Background: an optimization exercise with open tools, aiming at small area, a short achievable clock period and few clock cycles. Do not read the settings as production practice. Only simulation tests tie the RTL to the original design; equivalence was not proved. Power figures rest on the tool's default switching activity, not on a simulated workload.

==> flow/design.v <==
module slm_window (
    input  wire        clk,
    input  wire        rst,         
    input  wire        cmd_valid,
    output wire        cmd_ready,
    input  wire [1:0]  cmd_op,      
    input  wire [3:0]  cmd_id,      
    input  wire [63:0] cmd_data,    
    output wire        out_valid,
    input  wire        out_ready,
    output wire [63:0] out_data,
    output wire        out_last
);
    integer i;
    reg        b_valid;
    reg        b_beg;
    reg        b_end;
    reg [4:0]  b_e;       
    reg [7:0]  b_m;       
    reg [63:0] b_data;
    reg        stall;     
    reg         active;
    reg [63:0]  ws;           
    reg [64:0]  ws_e;         
    reg         mod_busy;
    reg [4:0]   mod_cnt;
    reg [8:0]   mod_r;
    reg [3:0]   nib;          
    reg         rdy;          
    reg [63:0]  e  [0:4];
    reg [4:0]   ve;
    reg [63:0]  mn [0:7];
    reg [63:0]  mx [0:7];
    reg [95:0]  sm [0:7];
    reg [7:0]   vm;
    reg [31:0]  n;
    reg         nz;
    reg [31:0]  dn;           
    reg [33:0]  dn3;          
    reg [7:0]   pv;           
    reg [63:0]  pval [0:7];
    reg         rp_valid;     
    reg [7:0]   rp_oh;
    reg         s2_valid;
    reg [7:0]   s2_oh;
    reg         s2_nz;
    reg [63:0]  s2_v;
    reg [63:0]  op_mn, op_mx;
    reg [95:0]  op_sm;
    reg         phase;        
    reg [4:0]   busy_e;
    reg [7:0]   busy_m;
    reg [4:0]   p;            
    reg         o_valid;
    reg         o_last;
    reg [63:0]  o_data;
    reg         d_run;
    reg         d_first;      
    reg         d_pass;       
    reg         d_done0;      
    reg         d_done;       
    reg [5:0]   d_h;          
    reg [5:0]   d_hw;         
    reg [31:0]  rm [0:3];
    reg [3:0]   fa, fb;       
    reg         b_same;       
    assign out_valid = o_valid;
    assign out_last  = o_last;
    assign out_data  = o_data;
    assign cmd_ready = rdy;
    wire exec = b_valid & ~stall;
    wire do_beg   = exec & b_beg & ~b_same;
    wire do_fin   = do_beg & nz;           
    wire do_fresh = do_beg & ~nz;
    wire [7:0]  u_sel  = rp_valid ? rp_oh : b_m;
    wire [7:0]  u_park = exec ? (b_m & busy_m) : 8'd0;
    wire [7:0]  psel   = u_sel & pv & ~busy_m;
    wire [7:0]  u_iss  = rp_valid ? rp_oh : (exec ? (b_m & ~busy_m) : 8'd0);
    reg  [63:0] pvs;
    reg  [63:0] cmn, cmx;
    reg  [95:0] csm;
    always @(*) begin
        pvs = 64'd0;
        cmn = 64'd0;
        cmx = 64'd0;
        csm = 96'd0;
        for (i = 0; i < 8; i = i + 1) begin
            if (psel[i])
                pvs = pvs | pval[i];
            if (u_sel[i] & vm[i]) begin
                cmn = cmn | mn[i];
                cmx = cmx | mx[i];
                csm = csm | sm[i];
            end
        end
    end
    wire [63:0] nmn = (~s2_nz | (s2_v < op_mn)) ? s2_v : op_mn;
    wire [63:0] nmx = (s2_v > op_mx) ? s2_v : op_mx;
    wire [95:0] nsm = op_sm + {32'd0, s2_v};
    wire [63:0] ovl = rp_valid ? 64'd0 : pvs;
    function [8:0] mstep;
        input [8:0] r;
        input       b;
        reg   [9:0] x;
        begin
            x = {r, b};
            mstep = (x >= 10'd300) ? (x - 10'd300) : x[8:0];
        end
    endfunction
    wire [3:0] mod_c1 = mod_cnt[3:0] + 4'd1;
    wire [8:0] mod_r4 = mstep(mstep(mstep(mstep(mod_r, nib[3]), nib[2]), nib[1]), nib[0]);
    wire       mod_last = mod_busy & mod_cnt[4];
    integer j, c;
    reg [23:0] grp0, grp1;
    reg [4:0]  d_start0, d_start1;
    always @(*) begin
        grp0 = 24'd0;
        grp1 = 24'd0;
        for (j = 0; j < 4; j = j + 1)
            for (c = 0; c < 24; c = c + 1) begin
                if (vm[j]     && (|sm[j][4*c +: 4]))     grp0[c] = 1'b1;
                if (vm[j + 4] && (|sm[j + 4][4*c +: 4])) grp1[c] = 1'b1;
            end
        d_start0 = 5'd0;
        d_start1 = 5'd0;
        for (c = 0; c < 24; c = c + 1) begin
            if (grp0[c]) d_start0 = c;
            if (grp1[c]) d_start1 = c;
        end
    end
    reg [31:0] rm_n [0:3];
    reg [3:0]  q1, q2;
    reg [34:0] dx, d1, d2, d3;
    integer m;
    always @(*) begin
        for (m = 0; m < 4; m = m + 1) begin
            dx = {1'b0, rm[m], fa[m], fb[m]};
            d1 = dx - {3'd0, dn};
            d2 = dx - {2'd0, dn, 1'b0};
            d3 = dx - {1'b0, dn3};
            if (!d3[34]) begin
                q1[m] = 1'b1; q2[m] = 1'b1; rm_n[m] = d3[31:0];
            end else if (!d2[34]) begin
                q1[m] = 1'b1; q2[m] = 1'b0; rm_n[m] = d2[31:0];
            end else if (!d1[34]) begin
                q1[m] = 1'b0; q2[m] = 1'b1; rm_n[m] = d1[31:0];
            end else begin
                q1[m] = 1'b0; q2[m] = 1'b0; rm_n[m] = dx[31:0];
            end
        end
    end
    reg [63:0] wsel;
    always @(*) begin
        case (p)
            5'd0:  wsel = ws;
            5'd1:  wsel = {32'd0, dn};
            5'd2:  wsel = ve[0] ? e[0] : 64'd0;
            5'd3:  wsel = ve[1] ? e[1] : 64'd0;
            5'd4:  wsel = ve[2] ? e[2] : 64'd0;
            5'd5:  wsel = ve[3] ? e[3] : 64'd0;
            5'd6:  wsel = ve[4] ? e[4] : 64'd0;
            5'd7:  wsel = vm[0] ? mn[0] : 64'd0;
            5'd8:  wsel = vm[0] ? sm[0][63:0] : 64'd0;
            5'd9:  wsel = vm[0] ? mx[0] : 64'd0;
            5'd10: wsel = vm[1] ? mn[1] : 64'd0;
            5'd11: wsel = vm[1] ? sm[1][63:0] : 64'd0;
            5'd12: wsel = vm[1] ? mx[1] : 64'd0;
            5'd13: wsel = vm[2] ? mn[2] : 64'd0;
            5'd14: wsel = vm[2] ? sm[2][63:0] : 64'd0;
            5'd15: wsel = vm[2] ? mx[2] : 64'd0;
            5'd16: wsel = vm[3] ? mn[3] : 64'd0;
            5'd17: wsel = vm[3] ? sm[3][63:0] : 64'd0;
            5'd18: wsel = vm[3] ? mx[3] : 64'd0;
            5'd19: wsel = vm[4] ? mn[4] : 64'd0;
            5'd20: wsel = vm[4] ? sm[4][63:0] : 64'd0;
            5'd21: wsel = vm[4] ? mx[4] : 64'd0;
            5'd22: wsel = vm[5] ? mn[5] : 64'd0;
            5'd23: wsel = vm[5] ? sm[5][63:0] : 64'd0;
            5'd24: wsel = vm[5] ? mx[5] : 64'd0;
            5'd25: wsel = vm[6] ? mn[6] : 64'd0;
            5'd26: wsel = vm[6] ? sm[6][63:0] : 64'd0;
            5'd27: wsel = vm[6] ? mx[6] : 64'd0;
            5'd28: wsel = vm[7] ? mn[7] : 64'd0;
            5'd29: wsel = vm[7] ? sm[7][63:0] : 64'd0;
            5'd30: wsel = vm[7] ? mx[7] : 64'd0;
            default: wsel = 64'd0;
        endcase
    end
    wire p_avg0 = (p == 5'd8)  | (p == 5'd11) | (p == 5'd14) | (p == 5'd17);
    wire p_avg1 = (p == 5'd20) | (p == 5'd23) | (p == 5'd26) | (p == 5'd29);
    wire load = phase & (~o_valid | out_ready) & (~p_avg0 | d_done0) & (~p_avg1 | d_done);
    reg [4:0] rel_e;
    reg [7:0] rel_m;
    always @(*) begin
        for (i = 0; i < 5; i = i + 1) rel_e[i] = load && (p == i + 2);
        for (i = 0; i < 8; i = i + 1) rel_m[i] = load && (p == 3 * i + 9);
    end
    wire       b_valid_n = stall ? b_valid : cmd_valid;
    wire       b_beg_n   = stall ? b_beg   : (cmd_op == 2'd0);
    wire       b_end_n   = stall ? b_end   : (cmd_op == 2'd2);
    reg  [4:0] b_e_n;
    reg  [7:0] b_m_n;
    always @(*) begin
        for (i = 0; i < 5; i = i + 1)
            b_e_n[i] = stall ? b_e[i] : ((cmd_op == 2'd1) && (cmd_id == i + 1));
        for (i = 0; i < 8; i = i + 1)
            b_m_n[i] = stall ? b_m[i] : ((cmd_op == 2'd1) && (cmd_id == i + 6));
    end
    wire       phase_n    = do_fin | (phase & ~(load & (p == 5'd30)));
    wire       o_valid_n  = do_fin | load | (o_valid & ~out_ready);
    wire [4:0] busy_e_n   = do_fin ? 5'h1f : (busy_e & ~rel_e);
    wire [7:0] busy_m_n   = do_fin ? 8'hff : (busy_m & ~rel_m);
    wire [7:0] pv_n       = u_park | (pv & ~u_iss);
    wire       nz_n       = (exec & b_end) | (nz & ~do_beg);
    wire [7:0] rp_cand_n  = pv_n & ~busy_m_n;
    wire       cmd_port_n = b_valid_n & (|(b_m_n & ~busy_m_n));
    reg  [7:0] rp_oh_n;
    always @(*) begin
        rp_oh_n = 8'd0;
        for (i = 7; i >= 0; i = i - 1)
            if (rp_cand_n[i]) rp_oh_n = 8'd1 << i;
        if (cmd_port_n) rp_oh_n = 8'd0;
    end
    wire       rp_valid_n = |rp_oh_n;
    wire same_in   = active & (cmd_data >= ws) & ({1'b0, cmd_data} < ws_e);
    wire same_hold = active & (b_data   >= ws) & ({1'b0, b_data}   < ws_e);
    wire same_n    = stall ? same_hold : same_in;
    wire blocked_n = (b_beg_n & (mod_busy | (exec & b_beg) | (|u_iss) |
                                 ((phase_n | o_valid_n | (|rp_cand_n)) & ~same_n))) |
                     (|(b_e_n & busy_e_n)) |
                     (|(b_m_n & u_iss)) |
                     (|(b_m_n & busy_m_n & (pv_n | {8{nz_n}})));
    always @(posedge clk) begin
        if (rst) begin
            b_valid  <= 1'b0;
            stall    <= 1'b0;
            rdy      <= 1'b1;
            active   <= 1'b0;
            mod_busy <= 1'b0;
            phase    <= 1'b0;
            busy_e   <= 5'd0;
            busy_m   <= 8'd0;
            o_valid  <= 1'b0;
            d_run    <= 1'b0;
            d_done   <= 1'b0;
            d_done0  <= 1'b0;
            nz       <= 1'b0;
            pv       <= 8'd0;
            rp_valid <= 1'b0;
            s2_valid <= 1'b0;
        end else begin
            b_valid  <= b_valid_n;
            b_beg    <= b_beg_n;
            b_end    <= b_end_n;
            b_e      <= b_e_n;
            b_m      <= b_m_n;
            stall    <= b_valid_n & blocked_n;
            rdy      <= ~(b_valid_n & blocked_n);
            b_same   <= same_n;
            if (!stall)
                b_data <= cmd_data;
            phase    <= phase_n;
            o_valid  <= o_valid_n;
            mod_busy <= do_beg | (mod_busy & ~mod_last);
            busy_e   <= busy_e_n;
            busy_m   <= busy_m_n;
            pv       <= pv_n;
            nz       <= nz_n;
            rp_valid <= rp_valid_n;
            rp_oh    <= rp_oh_n;
            for (i = 0; i < 8; i = i + 1)
                if (u_park[i]) pval[i] <= b_data;
            if (load) begin
                o_data  <= wsel;
                o_last  <= (p == 5'd30);
                p       <= p + 5'd1;
            end
            for (i = 0; i < 5; i = i + 1)
                if (rel_e[i]) ve[i] <= 1'b0;
            for (i = 0; i < 8; i = i + 1)
                if (rel_m[i]) vm[i] <= 1'b0;
            if (mod_busy) begin
                mod_cnt <= mod_cnt + 5'd1;
                mod_r   <= mod_r4;
                nib     <= ws[{~mod_c1, 2'b00} +: 4];
                if (mod_cnt[4]) begin
                    ws   <= ws - {55'd0, mod_r};
                    ws_e <= {1'b0, ws} + {56'd0, 9'd300 - mod_r};
                end
            end
            if (d_run) begin
                for (i = 0; i < 4; i = i + 1) begin
                    fa[i] <= d_pass ? sm[i + 4][{d_h, 1'b1}] : sm[i][{d_h, 1'b1}];
                    fb[i] <= d_pass ? sm[i + 4][{d_h, 1'b0}] : sm[i][{d_h, 1'b0}];
                end
                d_h     <= d_h - 6'd1;
                d_hw    <= d_h;
                d_first <= 1'b0;
                if (!d_first) begin
                    for (i = 0; i < 4; i = i + 1) begin
                        rm[i] <= rm_n[i];
                        if (!d_hw[5]) begin
                            if (d_pass) begin
                                sm[i + 4][{d_hw[4:0], 1'b1}] <= q1[i];
                                sm[i + 4][{d_hw[4:0], 1'b0}] <= q2[i];
                            end else begin
                                sm[i][{d_hw[4:0], 1'b1}] <= q1[i];
                                sm[i][{d_hw[4:0], 1'b0}] <= q2[i];
                            end
                        end
                    end
                    if (d_hw == 6'd0) begin
                        if (d_pass) begin
                            d_run  <= 1'b0;
                            d_done <= 1'b1;
                        end else begin
                            d_pass  <= 1'b1;
                            d_done0 <= 1'b1;
                            d_first <= 1'b1;
                            d_h     <= {d_start1, 1'b1};
                            for (i = 0; i < 4; i = i + 1)
                                rm[i] <= 32'd0;
                        end
                    end
                end
            end
            s2_valid <= |u_iss;
            s2_oh    <= u_iss;
            s2_nz    <= nz & ~rp_valid;
            s2_v     <= rp_valid ? pvs : b_data;
            op_mn    <= cmn | ovl;
            op_mx    <= cmx | ovl;
            op_sm    <= csm | {32'd0, ovl};
            for (i = 0; i < 8; i = i + 1)
                if (s2_valid && s2_oh[i]) begin
                    mn[i] <= nmn;
                    mx[i] <= nmx;
                    sm[i] <= nsm;
                    vm[i] <= 1'b1;
                end
            if (exec) begin
                if (b_end)
                    n <= n + 32'd1;
                for (i = 0; i < 5; i = i + 1)
                    if (b_e[i]) begin
                        e[i]  <= b_data;
                        ve[i] <= 1'b1;
                    end
                if (do_beg) begin
                    active   <= 1'b1;
                    ws       <= b_data;
                    nib      <= b_data[63:60];
                    mod_cnt  <= 5'd0;
                    mod_r    <= 9'd0;
                    n        <= 32'd0;
                end
                if (do_fresh) begin
                    ve <= 5'd0;
                    vm <= 8'd0;
                    pv <= 8'd0;
                end
                if (do_fin) begin
                    dn      <= n;
                    dn3     <= {1'b0, n, 1'b0} + {2'd0, n};
                    o_data  <= ws;
                    o_last  <= 1'b0;
                    p       <= 5'd1;
                    d_run   <= 1'b1;
                    d_first <= 1'b1;
                    d_pass  <= 1'b0;
                    d_done0 <= 1'b0;
                    d_done  <= 1'b0;
                    d_h     <= {d_start0, 1'b1};
                    for (i = 0; i < 4; i = i + 1)
                        rm[i] <= 32'd0;
                end
            end
        end
    end
endmodule
==> flow/flow/run.sh <==
#!/bin/bash
set -o pipefail
bash standard.sh SETUP_SLACK_MARGIN=6.9 finish > orfs_make.log 2>&1
==> flow/standard.sh <==
#!/bin/bash
# synth_recipe.tcl (not shown) runs the flow's synth.tcl, then flattens the netlist and writes it again
# the make line also repeats each setting of config.mk as NAME=value (left out here)
make -C /OpenROAD-flow-scripts/flow DESIGN_CONFIG=/design/flow/config.mk WORK_HOME=/design/flow/orfs CLKGATE_MAP_FILE= SYNTH_SCRIPT=/design/flow/synth_recipe.tcl "${@:-finish}"
==> flow/config.mk <==
export PLATFORM = sky130hd
export DESIGN_NAME = slm_window
export DESIGN_NICKNAME = slm_window
export VERILOG_FILES = /design/flow/design.v
export SDC_FILE = /design/flow/constraint.sdc
export NUM_CORES = 4
export LEC_CHECK = 0
export CAP_MARGIN = 20
export CORE_MARGIN = 2
export CORE_UTILIZATION = 25
export CTS_CLUSTER_SIZE = 24
export PLACE_DENSITY_LB_ADDON = 0.1
export SLEW_MARGIN = 20
==> flow/constraint.sdc <==
create_clock -name core_clock -period 12.0 [get_ports {clk}]
set_input_delay 2.4000 -clock core_clock [delete_from_list [all_inputs] [get_ports {clk}]]
set_output_delay 2.4000 -clock core_clock [all_outputs]
set_load 0.01 [all_outputs]
==> metrics.log, run 1 <==
[metrics] final critical delay including setup and external delays: 5.31 ns
[metrics] routed via count: ~180k
[metrics] dominant combinational cell family by area after synthesis: compound AO/OA/AOI/OAI gates
[metrics] number of design rule violations left after detail routing: 0
[metrics] global-route wire length before repair: 1620000 microns
[metrics] horizontal die dimension: between 800 and 900 microns
[metrics] die height: 891 microns
[metrics] PnR worst setup slack: 6.69 ns
[metrics] maximum clock path buffer count: 4
[metrics] part of the power in combinational logic: around 17%
[metrics] number of nets with antenna violations after routing: 0
[metrics] Clock Power Share: 40.1%
[metrics] number of warnings reported in the yosys synthesis log: 8
[metrics] placeable core region: 784000 sq um
[metrics] Boundary Pins: ~140
[metrics] share of synthesized cell area in full adder, half adder and majority cells: 5.91%
[metrics] worst-case setup slack after placement: 4.91 ns
[metrics] number of violations reported at the end of detailed-routing iteration 0: 28800
[metrics] critical setup path kind: register to register
[metrics] # port buffers: between 100 and 150
[metrics] cell area after synthesis: just under 200000 sq um
[metrics] clk sink count: 3520
[metrics] source-to-sink clock delay at the later pin of the worst-skew pair: 1.14 ns
[metrics] total of endpoints with negative setup slack in the final report: 0
[metrics] Total Routed Length: about 1200000 microns
[metrics] hpwl dp: 858000 microns
[metrics] # Max-Cap Violations: 0
[metrics] net switching power: between 10 and 15 mW
[metrics] #FFs+latches synth: 3520
[metrics] transition time at the pin with the least slew margin: 1.40 ns
[metrics] total count of hold-check failures in the final report: 0
[metrics] cell area after placement: approximately 210000 sq um
[metrics] number of buffers added by the clock tree synthesis step: 430
[metrics] overflow left after global routing: 0
[metrics] relative area change from synthesis to final layout: 19.0%
[metrics] Avg WL per Cell: 43.7 microns
[metrics] async set-or-reset flop fraction in the synthesized netlist: 0%
[metrics] achievable clock frequency: ~190 MHz
[metrics] number of H-tree levels: 5
[metrics] required time worst endpoint: between 10 and 15 ns
[metrics] worst hold path type: register to register
[metrics] compound-cell area share of the yosys netlist: 21.1%
[metrics] final-layout setup total negative slack: 0 ns
[metrics] top_reg_cell synth: sky130_fd_sc_hd__edfxtp_1
[metrics] Initial Utilization: between 20% and 30%
[metrics] share of final-layout standard cells stronger than drive strength 1: 14.5%
[metrics] Pre-Repair DR Iteration Count: 9
[metrics] GRT Resource Usage Total: 29.8%
[metrics] Final Instance Area: 234000 sq um
[metrics] Mean Syn Cell Area: 11.5 sq um
[metrics] Leakage: 80.0 nW
[metrics] xor/xnor cell area share of the yosys netlist: under 10%
[metrics] pin count of the biggest net entering global routing: around 110
[metrics] Filler cells: 80200
[metrics] Site Rows: around 330
[metrics] clock tree root buffer cell: sky130_fd_sc_hd__clkbuf_16
[metrics] arrival time reported for the critical path endpoint: 6.15 ns
[metrics] share of synthesized cell area in and, or, nand and nor gates: under 10%
[metrics] Worst Clk Skew: between 0.09 and 0.1 ns
[metrics] slew margin rel.: 6.89%
[metrics] clock slew at the register clock pins of the worst setup and hold paths: 0.06 ns
[metrics] number of nets produced by synthesis: about 18000
[metrics] share of cell area taken by muxes after synthesis: 3.83%
[metrics] worst vdd ir: 0.133 mV
[metrics] layout net count: roughly 19000
[metrics] vias in the first global route: about 160k
[metrics] internal power of the cells: 23.5 mW
[metrics] placed cell count: 27300
[metrics] sequential share of the synthesized area: 53.6%
[metrics] final slew viol count: 0
[metrics] sequential group share of total power: 42.5%
[metrics] synthesized instance count: about 17000
[metrics] final std cells w/o fill: 28500
[metrics] cts hold-fix bufs: 0
[metrics] smallest hold slack: 0.491 ns
[metrics] unrepaired setup endpoints after global routing: yes
[metrics] maximum fanout count along the critical path: 12
[metrics] capturing element type of the critical path: register
[metrics] Post-synth EDFFs: 3486
[metrics] Total Die Area: 794000 sq um
[metrics] DR vias/cell: 6.16
[metrics] number of library cell types mapped by synthesis: 105
[metrics] kind of start point of the critical path: register
[metrics] TritonCTS clock tree: done
[metrics] weighted congestion reported at the end of routability-driven placement: 0.978
[metrics] final clock period utilization by the worst path: 44.3%
[metrics] Switching Fraction: between 30 and 40%
[metrics] outcome: complete, no violations
[metrics] areal power density over the cells: 146 nW/um^2
[metrics] antenna violations before repair: between 150 and 200
==> logic make-up after synthesis <==
logic type,count (synthesis)
compound gates,5897
simple gates,4092
flops,3520
mux,484
fa+ha+maj,919
xor+xnor,605
buf+inv,1586
==> stage by stage <==
step	total power, mW	util, %
after CTS	33.9	29.6
after global placement	20.1	27.3
after floorplan	17.4	-
final	34.2	29.9
after global routing	34.9	29.8
after detailed placement	20.0	27.3
==> what timing repair did <==
action | 4_1_cts | 5_1_grt
buffers inserted | 179 | 87
endpoints found under the setup margin | 1765 | 1546
pin swaps | 86 | 78
gates cloned | 6 | 5
gates resized for setup | 437 | 227
==> layout make-up <==
cell class / count / area (sq um) / area share, %
multi-input cells: 12000 / 88900 / 38.0
repair inverters: 1 / 5.00 / 0.00214
diodes: 105 / 263 / 0.112
inverters: 537 / 2110 / 0.902
clock inverters: 297 / 2950 / 1.26
clock buffers: 504 / 11200 / 4.77
repair buffers: 1081 / 10100 / 4.32
flip-flops and latches: 3520 / 105000 / 45.0
well taps: 10500 / 13100 / 5.60
==> critical path, cell delays in order, from the launching register on <==
cell,delay (ns)
sky130_fd_sc_hd__edfxtp_1,0.60
sky130_fd_sc_hd__buf_4,0.59
sky130_fd_sc_hd__o41ai_1,0.21
sky130_fd_sc_hd__nand4_1,0.29
sky130_fd_sc_hd__a41oi_1,0.17
sky130_fd_sc_hd__nor2_1,0.37
sky130_fd_sc_hd__o21bai_1,0.23
sky130_fd_sc_hd__a21oi_1,0.47
sky130_fd_sc_hd__o21bai_1,0.15
sky130_fd_sc_hd__a21oi_1,0.52
sky130_fd_sc_hd__o21bai_1,0.21
sky130_fd_sc_hd__a21oi_1,0.31
sky130_fd_sc_hd__o21ai_0,0.13
sky130_fd_sc_hd__a311o_1,0.33
sky130_fd_sc_hd__a31oi_1,0.24
sky130_fd_sc_hd__nor3_1,0.10
==> state kept, by name, indices dropped and copies added, names as in the netlist, 8 cells and up <==
signal and cells:
pv 8, sm 768, dn 31, op_mx 64
s2_v 64, busy_m 8, mod_r 9, mx 512
n 32, e 320, b_data 64, s2_oh 8
op_sm 96, mn 512, pval 512, ws_e 65
rp_oh 8, rm 128, b_m 8, ws 64
o_data 64, op_mn 64, vm 8, dn3 34
==> final timing paths <==
path	startpoint	to	slack (ns)	cells past startpoint
worst min register to register	busy_e[3]	busy_e[3]	0.49	2
worst max register to register	vm[6]	d_h[1]	6.69	15
worst min-delay path	busy_e[3]	busy_e[3]	0.49	2
worst max-delay path	vm[6]	d_h[1]	6.69	15
==> layer usage <==
| layer | wire length, microns | vias up | part of all wire [%] | global-route usage (%) |
|---|---|---|---|---|
| li1 | - | 69400 | - | - |
| met1 | 502000 | 91100 | 40 | 39.2 |
| met2 | 517000 | 12200 | 41 | 43.3 |
| met3 | 143000 | 2880 | 11 | 9.54 |
| met4 | 84400 | 78 | 6.8 | 16.6 |
| met5 | 953 | - | 0.076 | 0.209 |
==> cell usage after synthesis (64+ instances only) <==
| cell | number | share of area, % |
|---|---|---|
| sky130_fd_sc_hd__edfxtp_1 | 3486 | 53 |
| sky130_fd_sc_hd__a21oi_1 | 1219 | 3.1 |
| sky130_fd_sc_hd__nor2_1 | 1209 | 2.3 |
| sky130_fd_sc_hd__nand2_1 | 1177 | 2.2 |
| sky130_fd_sc_hd__a22oi_1 | 1155 | 4.4 |
| sky130_fd_sc_hd__clkbuf_1 | 938 | 1.8 |
| sky130_fd_sc_hd__ha_1 | 903 | 5.7 |
| sky130_fd_sc_hd__o21ai_0 | 802 | 2.0 |
| sky130_fd_sc_hd__a221oi_1 | 538 | 2.4 |
| sky130_fd_sc_hd__inv_1 | 522 | 1.0 |
| sky130_fd_sc_hd__nand4_1 | 435 | 1.4 |
| sky130_fd_sc_hd__xnor2_1 | 407 | 1.8 |
| sky130_fd_sc_hd__a22o_1 | 367 | 1.6 |
| sky130_fd_sc_hd__a21o_1 | 342 | 1.3 |
| sky130_fd_sc_hd__nand3_1 | 275 | 0.70 |
| sky130_fd_sc_hd__mux4_2 | 201 | 2.3 |
| sky130_fd_sc_hd__o41ai_1 | 195 | 0.87 |
| sky130_fd_sc_hd__a222oi_1 | 192 | 0.98 |
| sky130_fd_sc_hd__a211oi_1 | 188 | 0.72 |
| sky130_fd_sc_hd__xor2_1 | 187 | 0.83 |
| sky130_fd_sc_hd__nor3_1 | 177 | 0.45 |
| sky130_fd_sc_hd__nor2b_1 | 163 | 0.52 |
| sky130_fd_sc_hd__nand2b_1 | 147 | 0.47 |
| sky130_fd_sc_hd__and3_1 | 146 | 0.46 |
| sky130_fd_sc_hd__mux2_2 | 140 | 0.80 |
| sky130_fd_sc_hd__mux2i_1 | 140 | 0.71 |
| sky130_fd_sc_hd__o22ai_1 | 118 | 0.38 |
| sky130_fd_sc_hd__o211ai_1 | 107 | 0.41 |
| sky130_fd_sc_hd__buf_1 | 98 | 0.19 |
| sky130_fd_sc_hd__or2_2 | 93 | 0.30 |
| sky130_fd_sc_hd__o21a_1 | 85 | 0.32 |
| sky130_fd_sc_hd__o21bai_1 | 78 | 0.30 |
| sky130_fd_sc_hd__nor4_1 | 64 | 0.20 |
==> cell usage in the layout (no fill, tap or decap), types with 187 or more instances in the layout <==
cell,n
sky130_fd_sc_hd__a21o_1,336
sky130_fd_sc_hd__a21oi_1,1189
sky130_fd_sc_hd__a221oi_1,522
sky130_fd_sc_hd__a222oi_1,192
sky130_fd_sc_hd__a22o_1,367
sky130_fd_sc_hd__a22oi_1,1153
sky130_fd_sc_hd__buf_4,776
sky130_fd_sc_hd__clkbuf_16,440
sky130_fd_sc_hd__edfxtp_1,3486
sky130_fd_sc_hd__ha_1,876
sky130_fd_sc_hd__inv_1,497
sky130_fd_sc_hd__mux4_2,201
sky130_fd_sc_hd__nand2_1,1150
sky130_fd_sc_hd__nand3_1,266
sky130_fd_sc_hd__nand4_1,435
sky130_fd_sc_hd__nor2_1,1129
sky130_fd_sc_hd__o21ai_0,735
sky130_fd_sc_hd__o41ai_1,187
sky130_fd_sc_hd__xnor2_1,390
==> power groups by stage <==
stage	combinational, mW	clock [mW]	sequential (mW)
3_3_place_gp	5.27	0	14.8
4_1_cts	5.56	13.8	14.5
5_1_grt	6.13	14.2	14.5
2_1_floorplan	2.86	0	14.5
3_5_place_dp	5.26	0	14.8
6_report	5.94	13.7	14.5
Testbench counts, summed over its fixed seeds: cycles 15,060.
==> inputs of run 2 (changes only) <==
--- a/flow/design.v
+++ b/flow/design.v
@@ -111,19 +111,19 @@
     wire [8:0] mod_r4 = mstep(mstep(mstep(mstep(mod_r, nib[3]), nib[2]), nib[1]), nib[0]);
     wire       mod_last = mod_busy & mod_cnt[4];
     integer j, c;
-    reg [23:0] grp0, grp1;
-    reg [4:0]  d_start0, d_start1;
+    reg [47:0] grp0, grp1;
+    reg [5:0]  d_start0, d_start1;
     always @(*) begin
-        grp0 = 24'd0;
-        grp1 = 24'd0;
+        grp0 = 48'd0;
+        grp1 = 48'd0;
         for (j = 0; j < 4; j = j + 1)
-            for (c = 0; c < 24; c = c + 1) begin
-                if (vm[j]     && (|sm[j][4*c +: 4]))     grp0[c] = 1'b1;
-                if (vm[j + 4] && (|sm[j + 4][4*c +: 4])) grp1[c] = 1'b1;
+            for (c = 0; c < 48; c = c + 1) begin
+                if (vm[j]     && (|sm[j][2*c +: 2]))     grp0[c] = 1'b1;
+                if (vm[j + 4] && (|sm[j + 4][2*c +: 2])) grp1[c] = 1'b1;
             end
-        d_start0 = 5'd0;
-        d_start1 = 5'd0;
-        for (c = 0; c < 24; c = c + 1) begin
+        d_start0 = 6'd0;
+        d_start1 = 6'd0;
+        for (c = 0; c < 48; c = c + 1) begin
             if (grp0[c]) d_start0 = c;
             if (grp1[c]) d_start1 = c;
         end
@@ -317,7 +317,7 @@
                             d_pass  <= 1'b1;
                             d_done0 <= 1'b1;
                             d_first <= 1'b1;
-                            d_h     <= {d_start1, 1'b1};
+                            d_h     <= d_start1;
                             for (i = 0; i < 4; i = i + 1)
                                 rm[i] <= 32'd0;
                         end
@@ -370,7 +370,7 @@
                     d_pass  <= 1'b0;
                     d_done0 <= 1'b0;
                     d_done  <= 1'b0;
-                    d_h     <= {d_start0, 1'b1};
+                    d_h     <= d_start0;
                     for (i = 0; i < 4; i = i + 1)
                         rm[i] <= 32'd0;
                 end
==> run 2 against run 1 <==
- non-clock buffer count fell by 139
- cell count down 0.32%
- sequential cell count did not move
- first-iteration DRC count shrank 1.1%
- via count rose by 1.1%
- core utilization is 0.31 points lower
- critical endpoint is now o_data[52]
- worst hold slack improved by 0.0058 ns
==> metrics.log, run 2 <==
[metrics] number of buffers added by the clock tree synthesis step: 439
[metrics] register area: 105000 sq um
[metrics] depth of the worst hold-timing path: 2
[metrics] placeable core region: about 800000 sq um
[metrics] number of design rule violations left after detail routing: 0
[metrics] cell area after synthesis: slightly below 200000 sq um
[metrics] most frequent cell after synthesis: sky130_fd_sc_hd__edfxtp_1
[metrics] final critical delay including setup and external delays: 5.44 ns
[metrics] synthesized instance count: 17100
[metrics] Filler cells: slightly above 80000
[metrics] post-synth top area cell: sky130_fd_sc_hd__edfxtp_1
[metrics] horizontal die dimension: 892 microns
[metrics] routed via count: 178000
[metrics] flip-flop count of the largest register after layout: 768
[metrics] # port buffers: 140
[metrics] hpwl dp: 837000 microns
[metrics] critical setup path kind: register to register
[metrics] source-to-sink clock delay at the later pin of the worst-skew pair: 1.15 ns
[metrics] # Max-Cap Violations: 0
[metrics] global-route wire length before repair: 1630000 microns
[metrics] sequential share of the synthesized area: 53.5%
[metrics] top cell type's share of synthesized area: 53.1%
[metrics] clk sink count: 3520
[metrics] #FFs+latches synth: 3520
[metrics] Boundary Pins: 141
[metrics] achievable clock frequency: 184 MHz
[metrics] relative area change from synthesis to final layout: 18.0%
[metrics] arrival time reported for the critical path endpoint: 6.27 ns
[metrics] number of H-tree levels: 5
[metrics] Mean Syn Cell Area: 11.5 sq um
[metrics] number of warnings reported in the yosys synthesis log: 8
[metrics] FF-to-FF setup slack: 6.56 ns
[metrics] Leakage: between 70 and 80 nW
[metrics] total count of hold-check failures in the final report: 0
[metrics] worst hold path type: register to register
[metrics] pin count of the biggest net entering global routing: 160
[metrics] final-layout setup total negative slack: 0 ns
[metrics] capture point of the worst reg-to-reg path: o_data[52]
[metrics] leading post-synthesis cells by cell area: sky130_fd_sc_hd__edfxtp_1 53%, sky130_fd_sc_hd__ha_1 5.7%, sky130_fd_sc_hd__a22oi_1 4.1%
[metrics] Initial Utilization: 25.0%
[metrics] leading cell types in the layout, fill and taps excluded: 3486 x sky130_fd_sc_hd__edfxtp_1, 1173 x sky130_fd_sc_hd__nor2_1, 1158 x sky130_fd_sc_hd__o21ai_0
[metrics] share of final-layout standard cells stronger than drive strength 1: about an eighth
[metrics] Pre-Repair DR Iteration Count: 10
[metrics] clock tree root buffer cell: sky130_fd_sc_hd__clkbuf_16
[metrics] register with the most flip-flops: sm
[metrics] most common cell after layout, fill and taps aside: sky130_fd_sc_hd__edfxtp_1
[metrics] unrepaired setup endpoints after global routing: yes
[metrics] DR vias/cell: 6.25
[metrics] cell types with the highest counts after synthesis: 3486 x sky130_fd_sc_hd__edfxtp_1, 1235 x sky130_fd_sc_hd__nor2_1, 1191 x sky130_fd_sc_hd__o21ai_0
[metrics] Worst Clk Skew: 0.142 ns
[metrics] vias in the first global route: about 170k
[metrics] clock slew at the register clock pins of the worst setup and hold paths: 0.07 ns
[metrics] TritonCTS clock tree: done
[metrics] Site Rows: 326
[metrics] Avg WL per Cell: between 40 and 50 microns
[metrics] outcome: complete, no violations
[metrics] number of violations reported at the end of detailed-routing iteration 0: 28400
[metrics] final slew viol count: 0
[metrics] weighted congestion reported at the end of routability-driven placement: 0.973
[metrics] slew margin rel.: 11.6%
[metrics] maximum fanout count along the critical path: 42
[metrics] worst-case reg-to-reg path depth: 11
[metrics] Tot Pwr: 33.4 mW
[metrics] worst vdd ir: 0.130 mV
[metrics] worst flop-to-flop path startpoint: p[2]
[metrics] number of nets produced by synthesis: 18100
[metrics] worst min-delay path endpoint: busy_e[3]
[metrics] number of nets with antenna violations after routing: 0
[metrics] kind of start point of the critical path: register
[metrics] antenna violations before repair: 140
[metrics] async set-or-reset flop fraction in the synthesized netlist: 0%
[metrics] maximum clock path buffer count: 4
[metrics] top_reg_cell synth: sky130_fd_sc_hd__edfxtp_1
[metrics] areal power density over the cells: between 100 and 150 nW/um^2
[metrics] die height: 892 microns
[metrics] total area of multi-input combinational cells: 88900 sq um
[metrics] total of endpoints with negative setup slack in the final report: 0
[metrics] final clock period utilization by the worst path: between 40 and 50%
[metrics] Total Routed Length: ~1300000 microns
[metrics] number of library cell types mapped by synthesis: 98
[metrics] transition time at the pin with the least slew margin: 1.32 ns
[metrics] Post-synth EDFFs: 3486
[metrics] Total Die Area: 795000 sq um
[metrics] capturing element type of the critical path: register
[metrics] required time worst endpoint: 12.83 ns
[metrics] Hold Crit Start: busy_e[3]
[metrics] GRT Resource Usage Total: 30.0%
[metrics] overflow left after global routing: 0
[metrics] layout net count: around 18000
==> run 2: cell count changes in the layout (fill, tap and decap cells not counted), moves of 109 or more <==
| cell | previous run | this run |
|---|---|---|
| sky130_fd_sc_hd__nand2_1 | 1150 | 843 |
| sky130_fd_sc_hd__o41ai_1 | 187 | 9 |
| sky130_fd_sc_hd__a22o_1 | 367 | 506 |
| sky130_fd_sc_hd__a21oi_1 | 1189 | 929 |
| sky130_fd_sc_hd__buf_4 | 776 | 659 |
| sky130_fd_sc_hd__o21ai_0 | 735 | 1158 |
| sky130_fd_sc_hd__nand4_1 | 435 | 544 |
==> run 2: layer usage <==
metal	global-route usage [%]	routed length [microns]	vias to the layer above	part of all wire (%)
li1	-	-	69500	-
met2	45.1	539000	12900	43
met5	0	552	-	0.044
met4	19.1	98100	62	7.8
met1	37.7	483000	91700	38
met3	8.54	137000	3429	11
==> run 2: what timing repair did <==
item	CTS	global route
pin swaps	54	87
cloned	7	11
gates resized for setup	302	200
hold buffers	0	0
endpoints found under the setup margin	2124	1330
buffers inserted	87	78
==> run 2: critical path, stage by stage, from the launching register on <==
cell and delay [ns]:
sky130_fd_sc_hd__edfxtp_1 0.44, sky130_fd_sc_hd__buf_4 0.27, sky130_fd_sc_hd__nor2b_1 0.19, sky130_fd_sc_hd__and3_1 0.50, sky130_fd_sc_hd__and2_4 0.59, sky130_fd_sc_hd__buf_12 0.31
sky130_fd_sc_hd__a221oi_2 0.68, sky130_fd_sc_hd__nand4_1 0.15, sky130_fd_sc_hd__nor3_1 0.42, sky130_fd_sc_hd__nand4_1 0.74, sky130_fd_sc_hd__o211ai_1 0.28, sky130_fd_sc_hd__o21ai_0 0.12
==> run 2: final cells by class <==
cell class	count	area share [%]
multi-input cells	12000	38.2
inverters	519	0.861
flip-flops and latches	3520	45.3
well taps	10500	5.65
clock buffers	521	4.93
repair buffers	942	3.89
clock inverters	282	1.02
diodes	93	0.100
==> run 2: kinds of logic after synthesis <==
family                   after synthesis  synth area share (%)
flip-flops                          3520                  53.5
buffers and inverters               1576                  3.02
adder cells (fa/ha/maj)              919                  5.90
multiplexers                         469                  3.72
AND/OR/NAND/NOR                     4033                  9.86
AO/OA/AOI/OAI                       6015                  21.3
XOR/XNOR                             604                  2.70
==> run 2: through the flow <==
step | worst slack, ns | hold slack, ns | area (sq um) | std cells | utilization [%]
floorplan | 5.59 | 0.424 | 197000 | 17100 | -
global placement | 4.87 | 0.468 | 214000 | 27300 | 27.2
detailed placement | 5.09 | 0.481 | 214000 | 27300 | 27.2
CTS | 6.64 | 0.494 | 230000 | 28200 | 29.3
global route | 6.79 | 0.527 | 232000 | 28300 | 29.5
finish | 6.56 | 0.497 | 233000 | 28400 | 29.5
==> run 2: how the worst max path moves through the flow <==
stage | start | to | slack [ns] | cells after the start
2_1_floorplan | rst | mn[4][0] | 5.59 | 2
3_3_place_gp | cmd_data[0] | rdy | 4.87 | 17
3_5_place_dp | cmd_data[0] | rdy | 5.09 | 17
4_1_cts | vm[3] | d_h[1] | 6.64 | 16
5_1_grt | s2_v[0] | sm[0][92] | 6.79 | 22
6_report | p[2] | o_data[52] | 6.56 | 11
==> run 2: report_power, final <==
part	internal, mW	total, mW	switching (mW)
Combinational	1.64	5.46	3.82
Sequential	14.0	14.5	0.447
Clock	7.41	13.4	6.01
Total	23.1	33.4	10.3
Testbench counts of run 2, summed over its fixed seeds: cycles 14,809.
==> inputs of run 3 (changes only) <==
--- a/flow/config.mk
+++ b/flow/config.mk
@@ -7,7 +7,7 @@
 export LEC_CHECK = 0
 export CAP_MARGIN = 20
 export CORE_MARGIN = 2
-export CORE_UTILIZATION = 25
+export CORE_UTILIZATION = 35
 export CTS_CLUSTER_SIZE = 24
 export PLACE_DENSITY_LB_ADDON = 0.1
 export SLEW_MARGIN = 20
==> run 3 against run 2 <==
- critical path type unchanged
- largest cell class unchanged
- sequential power about the same
- critical path depth stayed put
- still clean
- worst setup slack got worse by 0.030 ns
==> metrics.log, run 3 <==
[metrics] placed cell count: 24200
[metrics] maximum clock path buffer count: 4
[metrics] most common cell after layout, fill and taps aside: sky130_fd_sc_hd__edfxtp_1
[metrics] maximum fanout count along the critical path: 30
[metrics] slew margin rel.: under 10%
[metrics] placeable core region: 561000 sq um
[metrics] number of nets produced by synthesis: about 18000
[metrics] Mean Syn Cell Area: 11.5 sq um
[metrics] post-synth top area cell: sky130_fd_sc_hd__edfxtp_1
[metrics] worst vdd ir: 0.171 mV
[metrics] Avg WL per Cell: 44.4 microns
[metrics] Post-synth EDFFs: 3486
[metrics] final cell utilization of the core: 40.5%
[metrics] vias in the first global route: around 160k
[metrics] final std cells w/o fill: approximately 25000
[metrics] kind of start point of the critical path: register
[metrics] Site Rows: 275
[metrics] hpwl dp: 741000 microns
[metrics] number of library cell types mapped by synthesis: between 90 and 100
[metrics] Total Die Area: 569000 sq um
[metrics] weighted congestion reported at the end of routability-driven placement: 1.03
[metrics] number of H-tree levels: 5
[metrics] final clock period utilization by the worst path: 45.6%
[metrics] worst-case setup slack after placement: 4.98 ns
[metrics] DR vias/cell: ~7
[metrics] worst hold path type: register to register
[metrics] number of nets with antenna violations after routing: 0
[metrics] outcome: complete, no violations
[metrics] register with the most flip-flops: sm
[metrics] number of violations reported at the end of detailed-routing iteration 0: 32900
[metrics] clk sink count: 3520
[metrics] Boundary Pins: 141
[metrics] global-route wire length before repair: 1480000 microns
[metrics] final critical delay including setup and external delays: 5.47 ns
[metrics] areal power density over the cells: 144 nW/um^2
[metrics] unrepaired setup endpoints after global routing: yes
[metrics] routed via count: 178000
[metrics] antenna violations before repair: 123
[metrics] capturing element type of the critical path: register
[metrics] Total Routed Length: roughly 1100000 microns
[metrics] cell area after synthesis: 197000 sq um
[metrics] Leakage: 77.5 nW
[metrics] Worst Clk Skew: 0.105 ns
[metrics] total of endpoints with negative setup slack in the final report: 0
[metrics] leading cell types in the layout, fill and taps excluded: 3486 x sky130_fd_sc_hd__edfxtp_1, 1181 x sky130_fd_sc_hd__nor2_1, 1165 x sky130_fd_sc_hd__o21ai_0
[metrics] achievable clock frequency: 183 MHz
[metrics] arrival time reported for the critical path endpoint: 6.24 ns
[metrics] TritonCTS clock tree: done
[metrics] clock slew at the register clock pins of the worst setup and hold paths: approximately 0.06 ns
[metrics] Filler cells: roughly 54000
[metrics] share of final-layout standard cells stronger than drive strength 1: 12.6%
[metrics] number of warnings reported in the yosys synthesis log: 8
[metrics] die height: roughly 750 microns
[metrics] total count of hold-check failures in the final report: 0
[metrics] overflow left after global routing: 0
[metrics] leading post-synthesis cells by cell area: sky130_fd_sc_hd__edfxtp_1 53%, sky130_fd_sc_hd__ha_1 5.7%, sky130_fd_sc_hd__a22oi_1 4.1%
[metrics] top_reg_cell synth: sky130_fd_sc_hd__edfxtp_1
[metrics] # Max-Cap Violations: 0
[metrics] Initial Utilization: 35.1%
[metrics] final-layout setup total negative slack: 0 ns
[metrics] top cell type's share of synthesized area: 53.1%
[metrics] GRT Resource Usage Total: 37.6%
[metrics] Pre-Repair DR Iteration Count: 12
[metrics] async set-or-reset flop fraction in the synthesized netlist: 0%
[metrics] layout net count: 18400
[metrics] cell types with the highest counts after synthesis: 3486 x sky130_fd_sc_hd__edfxtp_1, 1235 x sky130_fd_sc_hd__nor2_1, 1191 x sky130_fd_sc_hd__o21ai_0
[metrics] #FFs+latches synth: 3520
[metrics] horizontal die dimension: roughly 750 microns
[metrics] required time worst endpoint: 12.77 ns
[metrics] most frequent cell after synthesis: sky130_fd_sc_hd__edfxtp_1
[metrics] flip-flop count of the largest register after layout: roughly 770
[metrics] final slew viol count: 0
[metrics] transition time at the pin with the least slew margin: 1.41 ns
[metrics] pin count of the biggest net entering global routing: roughly 110
[metrics] number of design rule violations left after detail routing: 0
[metrics] sequential share of the synthesized area: 53.5%
[metrics] critical setup path kind: register to register
[metrics] cts hold-fix bufs: 0
[metrics] PnR worst setup slack: 6.53 ns
[metrics] source-to-sink clock delay at the later pin of the worst-skew pair: 1.11 ns
[metrics] relative area change from synthesis to final layout: 15.3%
[metrics] synthesized instance count: 17100
[metrics] number of buffers added by the clock tree synthesis step: 409
[metrics] clock tree root buffer cell: sky130_fd_sc_hd__clkbuf_16
[metrics] # port buffers: 140
-- run 3: cell counts after synthesis --
Identical to the previous run, type by type.
-- run 3: cell type report --
type | instances | area, sq um | area share (%)
flip-flops and latches | 3520 | 105000 | 46.4
multi-input cells | 12000 | 88600 | 39.0
clock buffers | 497 | 10700 | 4.69
well taps | 7479 | 9360 | 4.12
repair buffers | 874 | 8310 | 3.66
clock inverters | 245 | 2660 | 1.17
inverters | 519 | 2040 | 0.897
diodes | 98 | 245 | 0.108
-- run 3: worst max-delay path: stages, from the launching register on --
cell,delay [ns]
sky130_fd_sc_hd__edfxtp_1,0.52
sky130_fd_sc_hd__ha_1,0.48
sky130_fd_sc_hd__and3_1,0.31
sky130_fd_sc_hd__ha_1,0.20
sky130_fd_sc_hd__and2_4,0.50
sky130_fd_sc_hd__buf_12,0.42
sky130_fd_sc_hd__a32oi_1,0.42
sky130_fd_sc_hd__nand2_1,0.09
sky130_fd_sc_hd__a221oi_1,0.66
sky130_fd_sc_hd__nand4_1,0.84
sky130_fd_sc_hd__a221oi_1,0.55
sky130_fd_sc_hd__a21oi_1,0.08
-- run 3: logic make-up (layout without fill, tap and decap cells) --
logic type / after synthesis / count (layout) / synth area share, %
compound gates: 6015 / 6016 / 21.3
simple gates: 4033 / 4037 / 9.86
flops: 3520 / 3520 / 53.5
buf+inv: 1576 / 2135 / 3.02
fa+ha+maj: 919 / 919 / 5.90
xor+xnor: 604 / 604 / 2.70
mux: 469 / 469 / 3.72
other cells: 0 / 98 / 0
-- run 3: metrics by stage --
stage               instance area, sq um  hold WS, ns  total power, mW
global placement                  209000        0.473             19.3
finish                            227000        0.488             32.6
CTS                               225000        0.495             32.2
global route                      227000        0.537             33.2
floorplan                         197000        0.424             17.2
detailed placement                209000        0.480             19.3
-- run 3: timing repair --
action                                  in CTS  in global routing
endpoints found under the hold margin        0                  0
gates cloned                                 9                 11
endpoints found under the setup margin    2157               1217
setup buffers                              116                 71
resized for setup                          287                203
pin swaps                                   62                 77
-- run 3: final timing paths --
path | start | to | slack, ns | cells after the start
setup / recovery | p[1] | o_data[9] | 6.53 | 11
hold / removal | busy_e[0] | busy_e[0] | 0.49 | 2
setup reg to reg | p[1] | o_data[9] | 6.53 | 11
hold reg to reg | busy_e[0] | busy_e[0] | 0.49 | 2
-- run 3: layer usage --
metal | vias to the layer above | share of wire (%) | GRT usage (%)
met5 | - | 0.11 | 0.943
met4 | 64 | 8.7 | 25.4
met3 | 4181 | 14 | 14.1
met2 | 15500 | 42 | 55.2
met1 | 89400 | 36 | 45.7
li1 | 69200 | - | -
-- run 3: where the power goes --
| group | leakage, nW | switching [mW] | total, mW | internal, mW |
|---|---|---|---|---|
| Sequential | 32.4 | 0.476 | 14.5 | 14.0 |
| Combinational | 38.7 | 3.52 | 5.13 | 1.61 |
| Clock | 6.41 | 5.74 | 13.0 | 7.26 |
| Total | 77.5 | 9.74 | 32.6 | 22.9 |

-- re-timing with driven ports --
No port has a modelled driver above. Below, the same layouts with a new extraction and two added sets of constraints.
Step 1, drivers: a clkbuf_16 drives clk and a buf_2 each remaining input, both assumed.
Step 2, shift: input delay + t, output delay - t, t = (earliest + latest rising clock arrival at the registers) / 2. This alone moves slack from input paths to output paths.
a / b / c = ideal ports / drivers / drivers and shift; a / b = the first two.
run | t (ns) | slack for setup (ns) | clock arrival spread, ns | worst data-port slew with drivers (ns) | cell pins on the clock port's net
run 1 | 1.233 | 6.688 / 6.688 / 5.659 | 0.099 / 0.099 | 0.21 | 1
run 2 | 1.231 | 6.558 / 6.558 / 5.617 | 0.144 / 0.144 | 0.10 | 1
run 3 | 1.194 | 6.528 / 6.528 / 5.565 | 0.107 / 0.107 | 0.06 | 1
After both steps every run listed still meets setup and hold. For run 1, which loses most, drivers alone change the setup slack by 0.000 ns; drivers and shift together by -1.029 ns.
